Background: an optimization exercise with open tools, aiming at small area, a short achievable clock period and few clock cycles. Do not read the settings as production practice. Only simulation tests tie the RTL to the original design; equivalence was not proved. Power and IR drop assume default switching activity.

**design/flow/config.mk**
```make
export PLATFORM = sky130hd
export DESIGN_NAME = cfd128
export DESIGN_NICKNAME = cfd128
export VERILOG_FILES = /design/flow/design.v
export SDC_FILE = /design/flow/constraint.sdc
export NUM_CORES = 8
export LEC_CHECK = 0
export CAP_MARGIN = 20
export CORE_MARGIN = 2
export CORE_UTILIZATION = 30
export PLACE_DENSITY = 0.45
export SLEW_MARGIN = 20
```
**design/flow/constraint.sdc**
```tcl
create_clock -name core_clock -period 10.0 [get_ports {clk}]
set_input_delay 2.0000 -clock core_clock [delete_from_list [all_inputs] [get_ports {clk}]]
set_output_delay 2.0000 -clock core_clock [all_outputs]
set_load 0.01 [all_outputs]
```
**design/flow/design.v**
```verilog
module cfd128 (
    input  wire        clk,
    input  wire        rst,
    input  wire        host_we,
    input  wire        host_re,
    input  wire [7:0]  host_addr,
    input  wire [63:0] host_wdata,
    output reg  [63:0] host_rdata,
    output wire        busy
);
    localparam [7:0] R_ALO = 8'h00, R_AHI = 8'h01, R_M = 8'h02, R_V = 8'h03,
                     R_Q = 8'h04, R_LEN = 8'h05, R_DP = 8'h06,
                     R_STATUS = 8'h07, R_CMD = 8'h08;
    localparam [7:0] OP_NOP = 8'h00, OP_MUL = 8'h01, OP_SHF = 8'h02,
                     OP_DIVP2 = 8'h03, OP_BITAT = 8'h04, OP_ISZ = 8'h05,
                     OP_DTOA = 8'h10;
    localparam [3:0] C_MUL_OVF = 4'h1, C_SHIFT_RANGE = 4'h2, C_DIV_QOVF = 4'h3,
                     C_DIV_RANGE = 4'h4, C_BIT_RANGE = 4'h5, C_ILLEGAL_CMD = 4'h6,
                     C_BUSY_VIOL = 4'h7, C_BAD_ACCESS = 4'h8, C_DTOA_INPUT = 4'h9;
    localparam [3:0] S_IDLE    = 4'd0,
                     S_EXEC    = 4'd1,    
                     S_MUL     = 4'd2,    
                     S_MULDONE = 4'd3,
                     S_DDEC    = 4'd4,    
                     S_DBCD    = 4'd5,    
                     S_DFRAC   = 4'd6,    
                     S_DROUND  = 4'd7,    
                     S_DNORM   = 4'd8,    
                     S_DDONE   = 4'd9;    
    reg [127:0] a_q;
    reg [63:0]  m_q;
    reg [63:0]  v_q;
    reg [31:0]  q_q;
    reg [5:0]   len_q;
    reg [7:0]   dp_q;           
    reg         busy_q, fault_q, z_q, bit_q, ok_q;
    reg [3:0]   cause_q;
    reg [7:0]   buf_q [0:41];
    assign busy = busy_q;
    wire [31:0] status = {20'd0, cause_q, 3'd0, ok_q, bit_q, z_q, fault_q, busy_q};
    reg [3:0]   state;
    reg [7:0]   op_q;
    reg [7:0]   imm_q;
    reg [6:0]   cnt;            
    reg [127:0] macc;
    reg [63:0]  mq;
    reg [72:0]  ipart;          
    reg [127:0] frac;           
    reg [167:0] digits;         
    reg [5:0]   lz;             
    integer i, j, k, n;
    wire addr_is_buf = (host_addr >= 8'h40) && (host_addr <= 8'h69);
    wire [5:0] buf_idx = host_addr[5:0];    
    reg        rd_mapped;
    reg [63:0] rd_val;
    always @(*) begin
        rd_mapped = 1'b1;
        rd_val    = 64'd0;
        case (host_addr)
            R_ALO:    rd_val = a_q[63:0];
            R_AHI:    rd_val = a_q[127:64];
            R_M:      rd_val = m_q;
            R_V:      rd_val = v_q;
            R_Q:      rd_val = {32'd0, q_q};
            R_LEN:    rd_val = {58'd0, len_q};
            R_DP:     rd_val = {{56{dp_q[7]}}, dp_q};
            R_STATUS: rd_val = {32'd0, status};
            R_CMD:    rd_val = 64'd0;
            default: begin
                if (addr_is_buf) rd_val = {56'd0, buf_q[buf_idx]};
                else             rd_mapped = 1'b0;
            end
        endcase
    end
    wire [7:0] w_opc = host_wdata[7:0];
    wire [7:0] w_imm = host_wdata[15:8];
    reg        w_legal;
    always @(*) begin
        w_legal = 1'b0;
        if (host_wdata[63:16] == 48'd0) begin
            case (w_opc)
                OP_NOP, OP_MUL, OP_ISZ:        w_legal = (w_imm == 8'd0);
                OP_SHF, OP_DIVP2, OP_BITAT,
                OP_DTOA:                       w_legal = 1'b1;
                default:                       w_legal = 1'b0;
            endcase
        end
    end
    wire signed [7:0] shf_k = imm_q;
    wire        shf_bad = (shf_k > 8'sd64) || (shf_k < -8'sd64);
    wire [6:0]  shf_n   = shf_k[7] ? (7'd0 - imm_q[6:0]) : imm_q[6:0];
    wire [127:0] shf_res = shf_k[7] ? (a_q << shf_n) : (a_q >> shf_n);
    wire        div_bad  = imm_q[7];
    wire [127:0] div_qf  = a_q >> imm_q[6:0];
    wire [127:0] div_rem = a_q & ~({128{1'b1}} << imm_q[6:0]);
    wire        div_qovf = |div_qf[127:32];
    wire [128:0] mul_sum = {1'b0, macc} + (mq[0] ? {1'b0, a_q} : 129'd0);
    wire        d_sign = v_q[63];
    wire [10:0] d_bexp = v_q[62:52];
    wire [52:0] d_f    = (d_bexp == 11'd0) ? {1'b0, v_q[51:0]} : {1'b1, v_q[51:0]};
    wire signed [12:0] d_e = (d_bexp == 11'd0) ? -13'sd1074
                                               : ($signed({2'b00, d_bexp}) - 13'sd1075);
    wire        d_reject = (d_e > 13'sd20) || (imm_q > 8'd20);
    wire [7:0]   d_rsh   = 8'd0 - d_e[7:0];                
    wire [180:0] d_split = {d_f, 128'd0} >> d_rsh;
    wire [72:0]  d_ilsh  = {20'd0, d_f} << d_e[4:0];       
    reg [87:0] dd_adj;
    always @(*) begin
        for (j = 0; j < 22; j = j + 1) begin
            if (digits[j*4 +: 4] >= 4'd5) dd_adj[j*4 +: 4] = digits[j*4 +: 4] + 4'd3;
            else                          dd_adj[j*4 +: 4] = digits[j*4 +: 4];
        end
    end
    wire [131:0] frac_x10 = {1'b0, frac, 3'b000} + {3'b000, frac, 1'b0};
    reg [167:0] dig_inc;
    reg         inc_c;
    always @(*) begin
        inc_c = 1'b1;
        for (k = 0; k < 42; k = k + 1) begin
            if (inc_c) begin
                if (digits[k*4 +: 4] == 4'd9) begin
                    dig_inc[k*4 +: 4] = 4'd0;
                    inc_c = 1'b1;
                end else begin
                    dig_inc[k*4 +: 4] = digits[k*4 +: 4] + 4'd1;
                    inc_c = 1'b0;
                end
            end else begin
                dig_inc[k*4 +: 4] = digits[k*4 +: 4];
            end
        end
    end
    reg [5:0] tz;
    always @(*) begin
        tz = 6'd0;
        for (n = 41; n >= 0; n = n - 1)
            if (digits[n*4 +: 4] != 4'd0) tz = n[5:0];
    end
    wire [5:0] d_len = 6'd42 - tz;
    wire [7:0] d_dp  = 8'd42 - {2'b00, lz} - imm_q;
    reg        cmd_fault;
    reg [3:0]  cmd_cause;
    reg        host_fault;
    reg [3:0]  host_cause;
    always @(posedge clk) begin
        cmd_fault  = 1'b0;
        cmd_cause  = 4'd0;
        host_fault = 1'b0;
        host_cause = 4'd0;
        if (rst) begin
            a_q        <= 128'd0;
            m_q        <= 64'd0;
            v_q        <= 64'd0;
            q_q        <= 32'd0;
            len_q      <= 6'd0;
            dp_q       <= 8'd0;
            busy_q     <= 1'b0;
            fault_q    <= 1'b0;
            z_q        <= 1'b0;
            bit_q      <= 1'b0;
            ok_q       <= 1'b0;
            cause_q    <= 4'd0;
            for (i = 0; i < 42; i = i + 1) buf_q[i] <= 8'd0;
            host_rdata <= 64'd0;
            state      <= S_IDLE;
            op_q       <= 8'd0;
            imm_q      <= 8'd0;
            cnt        <= 7'd0;
            macc       <= 128'd0;
            mq         <= 64'd0;
            ipart      <= 73'd0;
            frac       <= 128'd0;
            digits     <= 168'd0;
            lz         <= 6'd0;
        end else begin
            if (host_re) begin
                host_rdata <= rd_val;
                if (!rd_mapped) begin
                    host_fault = 1'b1;
                    host_cause = C_BAD_ACCESS;
                end
            end
            if (host_we) begin
                if (busy_q) begin
                    host_fault = 1'b1;
                    host_cause = C_BUSY_VIOL;
                end else if (!fault_q) begin
                    case (host_addr)
                        R_ALO: a_q[63:0]   <= host_wdata;
                        R_AHI: a_q[127:64] <= host_wdata;
                        R_M:   m_q         <= host_wdata;
                        R_V:   v_q         <= host_wdata;
                        R_CMD: begin
                            if (w_legal) begin
                                busy_q <= 1'b1;
                                op_q   <= w_opc;
                                imm_q  <= w_imm;
                                cnt    <= 7'd0;
                                case (w_opc)
                                    OP_MUL: begin
                                        state <= S_MUL;
                                        macc  <= 128'd0;
                                        mq    <= m_q;
                                    end
                                    OP_DTOA: state <= S_DDEC;
                                    default: state <= S_EXEC;
                                endcase
                            end else begin
                                host_fault = 1'b1;
                                host_cause = C_ILLEGAL_CMD;
                            end
                        end
                        default: begin
                            host_fault = 1'b1;
                            host_cause = C_BAD_ACCESS;
                        end
                    endcase
                end
            end
            case (state)
                S_IDLE: ;
                S_EXEC: begin
                    case (op_q)
                        OP_SHF: begin
                            if (shf_bad) begin
                                cmd_fault = 1'b1;
                                cmd_cause = C_SHIFT_RANGE;
                            end else begin
                                a_q <= shf_res;
                            end
                        end
                        OP_DIVP2: begin
                            if (div_bad) begin
                                cmd_fault = 1'b1;
                                cmd_cause = C_DIV_RANGE;
                            end else begin
                                if (div_qovf) begin
                                    cmd_fault = 1'b1;
                                    cmd_cause = C_DIV_QOVF;
                                end
                                q_q <= div_qf[31:0];
                                a_q <= div_rem;
                            end
                        end
                        OP_BITAT: begin
                            if (imm_q[7]) begin
                                cmd_fault = 1'b1;
                                cmd_cause = C_BIT_RANGE;
                            end else begin
                                bit_q <= a_q[imm_q[6:0]];
                            end
                        end
                        OP_ISZ: z_q <= (a_q == 128'd0);
                        default: ;
                    endcase
                    busy_q <= 1'b0;
                    state  <= S_IDLE;
                end
                S_MUL: begin
                    macc <= mul_sum[128:1];
                    mq   <= {mul_sum[0], mq[63:1]};
                    cnt  <= cnt + 7'd1;
                    if (cnt == 7'd63) state <= S_MULDONE;
                end
                S_MULDONE: begin
                    if (|macc[127:64]) begin
                        cmd_fault = 1'b1;
                        cmd_cause = C_MUL_OVF;
                    end
                    a_q    <= {macc[63:0], mq};
                    busy_q <= 1'b0;
                    state  <= S_IDLE;
                end
                S_DDEC: begin
                    if (d_sign || d_bexp == 11'h7FF) begin
                        cmd_fault = 1'b1;
                        cmd_cause = C_DTOA_INPUT;
                        busy_q <= 1'b0;
                        state  <= S_IDLE;
                    end else if (d_reject) begin
                        ok_q   <= 1'b0;
                        busy_q <= 1'b0;
                        state  <= S_IDLE;
                    end else begin
                        if (d_e >= 13'sd0) begin
                            ipart <= d_ilsh;
                            frac  <= 128'd0;
                        end else if (d_e >= -13'sd128) begin
                            ipart <= {20'd0, d_split[180:128]};
                            frac  <= d_split[127:0];
                        end else begin
                            ipart <= 73'd0;
                            frac  <= 128'd0;
                        end
                        digits <= 168'd0;
                        cnt    <= 7'd0;
                        state  <= S_DBCD;
                    end
                end
                S_DBCD: begin
                    digits <= {80'd0, dd_adj[86:0], ipart[72]};
                    ipart  <= {ipart[71:0], 1'b0};
                    cnt    <= cnt + 7'd1;
                    if (cnt == 7'd72) begin
                        cnt   <= 7'd0;
                        state <= S_DFRAC;
                    end
                end
                S_DFRAC: begin
                    if (cnt[4:0] == imm_q[4:0]) begin
                        state <= S_DROUND;
                    end else begin
                        digits <= {digits[163:0], frac_x10[131:128]};
                        frac   <= frac_x10[127:0];
                        cnt    <= cnt + 7'd1;
                    end
                end
                S_DROUND: begin
                    if (frac[127]) digits <= dig_inc;
                    lz    <= 6'd0;
                    state <= S_DNORM;
                end
                S_DNORM: begin
                    if (digits == 168'd0) begin
                        len_q    <= 6'd0;
                        dp_q     <= 8'd0 - imm_q;
                        buf_q[0] <= 8'd0;
                        ok_q     <= 1'b1;
                        busy_q   <= 1'b0;
                        state    <= S_IDLE;
                    end else if (digits[167:164] == 4'd0) begin
                        digits <= {digits[163:0], 4'd0};
                        lz     <= lz + 6'd1;
                    end else begin
                        state <= S_DDONE;
                    end
                end
                S_DDONE: begin
                    for (i = 0; i < 42; i = i + 1) begin
                        if (i < d_len) buf_q[i] <= {4'h3, digits[(41-i)*4 +: 4]};
                        else           buf_q[i] <= 8'd0;
                    end
                    len_q  <= d_len;
                    dp_q   <= d_dp;
                    ok_q   <= 1'b1;
                    busy_q <= 1'b0;
                    state  <= S_IDLE;
                end
                default: state <= S_IDLE;
            endcase
            if (!fault_q) begin
                if (host_fault) begin
                    fault_q <= 1'b1;
                    cause_q <= host_cause;
                end else if (cmd_fault) begin
                    fault_q <= 1'b1;
                    cause_q <= cmd_cause;
                end
            end
        end
    end
endmodule
```
**design/flow/run.sh**
```bash
#!/bin/bash
# synth_recipe.tcl (not shown) runs the flow's synth.tcl, then flattens the netlist and writes it again
# the make line also repeats each setting of config.mk as NAME=value (left out here)
make -C /OpenROAD-flow-scripts/flow DESIGN_CONFIG=/design/flow/config.mk WORK_HOME=/design/flow/orfs CLKGATE_MAP_FILE= SYNTH_SCRIPT=/design/flow/synth_recipe.tcl finish
```
==> load_flow_metrics.sql <==
INSERT INTO impl_metrics (metric_group, metric, value, unit) VALUES
('cells_and_area', 'syn2layout_area_growth', '11.83', '%'),
('setup_path', 'critical_path.max_stage_delay', '0.96', 'ns'),
('setup_path', 'timing.critical_path.max_delay_family', 'multiplexers', ''),
('cts', 'ctsLongestPathBuffers', '4', ''),
('placement', 'gp_congestion', '1.120', ''),
('setup_path', 'criticalPathCategory', 'flop to flop', ''),
('grt', 'grt_start_max_net_pins', '133', ''),
('sta', 'timing_hold_violations_final', '0', ''),
('run_status', 'run_status', 'no timing/DRC/antenna violations', ''),
('setup_path', 'worst-path-buf-inv', '2', ''),
('sta', 'slew-limit-headroom', '4.082', '%'),
('setup_path', 'cp_data_required_time', '10.80', 'ns'),
('sta', 'grt_setup_unrepaired', 'no', ''),
('cells_and_area', 'drive_gt1_share', '9.423', '%'),
('logic_synthesis', 'post_synthesis_net_count', '15814', ''),
('cells_and_area', 'fillCellCount', '40818', ''),
('setup_path', 'cp_data_arrival_time', '7.83', 'ns'),
('cts', 'clk_pin_slew', '0.06', 'ns'),
('grt', 'antenna_found_initial', '162', ''),
('sta', 'tightest_slew', '1.430', 'ns'),
('pwr', 'power.ir.vdd_worst', '0.0001857', 'V'),
('logic_synthesis', 'commonest_cells_in_the_synthesized_netlist', '1,913 x sky130_fd_sc_hd__nand2_1, 1,542 x sky130_fd_sc_hd__nor2_1, 1,381 x sky130_fd_sc_hd__mux2i_1', ''),
('die', 'io_pins', '141', ''),
('logic_synthesis', 'number_of_enable_type_register_cells_in_the_synthesized_netlist', '0', ''),
('placement', 'buffer_ports.inserted', '140', ''),
('logic_synthesis', 'synth-async-reset-ratio', '0', '%'),
('cells_and_area', 'final_util', '33.72', '%'),
('grt', 'grt_first_pass_wirelength', '1131', 'mm'),
('grt', 'grt_pass1_vias', '122706', ''),
('detailed_routing', 'vias_per_cell', '6.653', ''),
('detailed_routing', 'drtIter0Drc', '18276', ''),
('setup_path', 'cp-start-kind', 'flop', ''),
('grt', 'groute.usage.overall', '42.69', '%'),
('setup_path', 'slowest_stage', 'sky130_fd_sc_hd__a21oi_1', ''),
('cts', 'post_cts.repair.setup_buffers', '0', ''),
('logic_synthesis', 'synth_top_area_cell', 'sky130_fd_sc_hd__dfxtp_1', ''),
('sta', 'slew_limit_fails', '0', ''),
('sta', 'period_minus_slack', '7.035', 'ns'),
('pwr', 'cellPowerDensity', '105.6', 'nW/um^2'),
('logic_synthesis', 'synth-seq-area-share', '20.83', '%'),
('logic_synthesis', 'yosys_most_used_dff', 'sky130_fd_sc_hd__dfxtp_1', ''),
('detailed_routing', 'detailroute.via_count', '133445', ''),
('logic_synthesis', 'yosysMostFrequentCell', 'sky130_fd_sc_hd__nand2_1', ''),
('cells_and_area', 'post_layout_nonfiller_instances', '20057', ''),
('cts', 'hold_fix_buffers_at_cts', '0', ''),
('detailed_routing', 'totalWireLength', '849.6', 'mm'),
('sta', 'number_of_setup_violations_in_the_final_report', '0', ''),
('die', 'die_area', '382700', 'um^2'),
('sta', 'setup-tns-final', '0', 'ns'),
('setup_path', 'critical_path_fanouts_max', '81', ''),
('cts', 'numCtsBuffers', '164', ''),
('cts', 'worstSkewPairLatency', '0.99', 'ns'),
('logic_synthesis', 'syn_area', '113300', 'um^2'),
('placement', 'dp_hpwl', '640.1', 'mm'),
('logic_synthesis', 'synth_top_area_share', '20.83', '%'),
('placement', 'placed_cells_incl_taps', '19613', ''),
('detailed_routing', 'drt_pass1_iterations', '9', ''),
('cts', 'tritoncts', 'done', ''),
('pwr', 'leakagePower', '48.18', 'nW'),
('die', 'floorplan.die.width', '618.6', 'um'),
('sta', 'timing.final.crit_share', '70.35', '%'),
('die', 'start_util', '30.15', '%'),
('logic_synthesis', 'avgSynthCellArea', '7.392', 'um^2'),
('detailed_routing', 'drc', '0', ''),
('cells_and_area', 'design.final.nets', '15281', ''),
('job', 'max-cap-violations', '0', ''),
('grt', 'leftover_overflow_at_the_end_of_global_routing', '0', ''),
('detailed_routing', 'routed_wire_length_per_instance', '42.36', 'um'),
('setup_path', 'crit_chain', 'inv_2 > ha_1 > mux2_8 > buf_4 > mux2i_1 > mux2_2 > mux2i_1 > nor2_1 > a31oi_1 > mux2i_1 > o211ai_1 > a21oi_1 > o21ai_0 > a21oi_1', ''),
('sta', 'timing.clock.skew', '0.1219', 'ns'),
('setup_path', 'worstSetupEndpointType', 'flop', '');
-- report_power, final --
part,internal [mW],switching (mW),total [mW]
logic,0.495,1.40,1.90
registers,4.76,0.122,4.88
clock network,3.82,2.79,6.61
-- worst paths after layout --
check	startpoint	to	slack [ns]	cells past startpoint
worst max-delay path	imm_q[1]	a_q[77]	2.97	14
worst min-delay path	buf_q[33][4]	buf_q[33][4]	0.45	1
worst max register to register	imm_q[1]	a_q[77]	2.97	14
worst min register to register	buf_q[33][4]	buf_q[33][4]	0.45	1
-- placed cells by master, fill, tap and decap left out, types with 195 or more instances in the layout --
master / instances
sky130_fd_sc_hd__nand2_1: 1900
sky130_fd_sc_hd__nor2_1: 1510
sky130_fd_sc_hd__mux2i_1: 1371
sky130_fd_sc_hd__a21oi_1: 1297
sky130_fd_sc_hd__dfxtp_1: 1163
sky130_fd_sc_hd__o21ai_0: 935
sky130_fd_sc_hd__buf_4: 548
sky130_fd_sc_hd__ha_1: 403
sky130_fd_sc_hd__a22oi_1: 401
sky130_fd_sc_hd__nor3_1: 307
sky130_fd_sc_hd__a211oi_1: 278
sky130_fd_sc_hd__nand3_1: 272
sky130_fd_sc_hd__a221oi_1: 236
sky130_fd_sc_hd__inv_1: 224
sky130_fd_sc_hd__and2_1: 205
sky130_fd_sc_hd__xnor2_1: 195
-- per-stage QoR --
step	cell area [um^2]	worst slack [ns]	power, mW
floorplan	113300	4.456	5.946
global placement	120400	2.168	6.801
detailed placement	120400	2.227	6.794
CTS	126200	3.263	13.36
global route	126500	3.068	13.69
finish	126700	2.965	13.39
-- worst reg2reg max path, cell delays in order (launching register included) --
cell,delay (ns)
sky130_fd_sc_hd__dfxtp_4,0.73
sky130_fd_sc_hd__inv_2,0.26
sky130_fd_sc_hd__ha_1,0.41
sky130_fd_sc_hd__mux2_8,0.61
sky130_fd_sc_hd__buf_4,0.60
sky130_fd_sc_hd__mux2i_1,0.63
sky130_fd_sc_hd__mux2_2,0.27
sky130_fd_sc_hd__mux2i_1,0.09
sky130_fd_sc_hd__nor2_1,0.69
sky130_fd_sc_hd__a31oi_1,0.13
sky130_fd_sc_hd__mux2i_1,0.87
sky130_fd_sc_hd__o211ai_1,0.15
sky130_fd_sc_hd__a21oi_1,0.96
sky130_fd_sc_hd__o21ai_0,0.29
sky130_fd_sc_hd__a21oi_1,0.19
-- flip-flops by register name (all words and copies together) (netlist names), 32 cells and up --
name / flops
host_rdata: 64
macc: 128
frac: 128
q_q: 32
digits: 168
buf_q: 210
ipart: 73
m_q: 64
mq: 64
v_q: 64
a_q: 128
-- final cells by class --
| cell class | instances | area (um^2) | area share, % |
|---|---|---|---|
| tap | 4994 | 6248 | 4.930 |
| antenna | 132 | 330.3 | 0.2606 |
| inverter | 234 | 888.4 | 0.7010 |
| clock inverter | 71 | 1047 | 0.8263 |
| timing repair buffer | 716 | 6025 | 4.754 |
| sequential | 1179 | 23650 | 18.66 |
| multi-input combinational | 12504 | 83820 | 66.14 |
| clock buffer | 227 | 4723 | 3.727 |
-- cells by family (layout without fill, tap and decap cells) --
family,Yosys count,count (layout),synth area share [%]
AND/OR/NAND/NOR,5135,5135,20.37
AO/OA/AOI/OAI,4925,4925,28.80
multiplexers,1695,1695,16.99
buffers and inverters,1649,1248,5.862
flip-flops,1179,1179,20.83
adder cells (fa/ha/maj),406,406,4.502
XOR/XNOR,343,343,2.651
other,0,132,0
-- per-layer routing --
metal,routed length [um],share of wire (%),track usage (%),up-vias
met4,89100,10,37.95,64
met2,355000,42,62.56,8439
met3,81690,9.6,13.48,2634
met5,713,0.084,0.4798,-
li1,-,-,-,56246
met1,323100,38,49.83,66062
Testbench counts, summed over its fixed seeds: cycles 45,286.

## separate check: timing with driven ports
No port has a modelled driver above. Below, the same layout with a new extraction and two added sets of constraints.
Step 1 assumes that a clkbuf_16 drives the clock port and a buf_2 every other input.
Step 2 moves the port delays by t, midway between the first and last clock arrival at a register: inputs arrive t later, outputs are due t later. That takes back most of the time a late clock gives input paths.
Slacks: ideal / step 1 / step 2; pairs: ideal / step 1.
t, ns: 1.034
setup WS [ns]: 2.965 / 2.965 / 2.296
cell pins on the clock port's net: 1
After both steps setup and hold are still met in this run. The setup slack of this run moves by 0.000 ns with the drivers and by -0.669 ns with both steps.
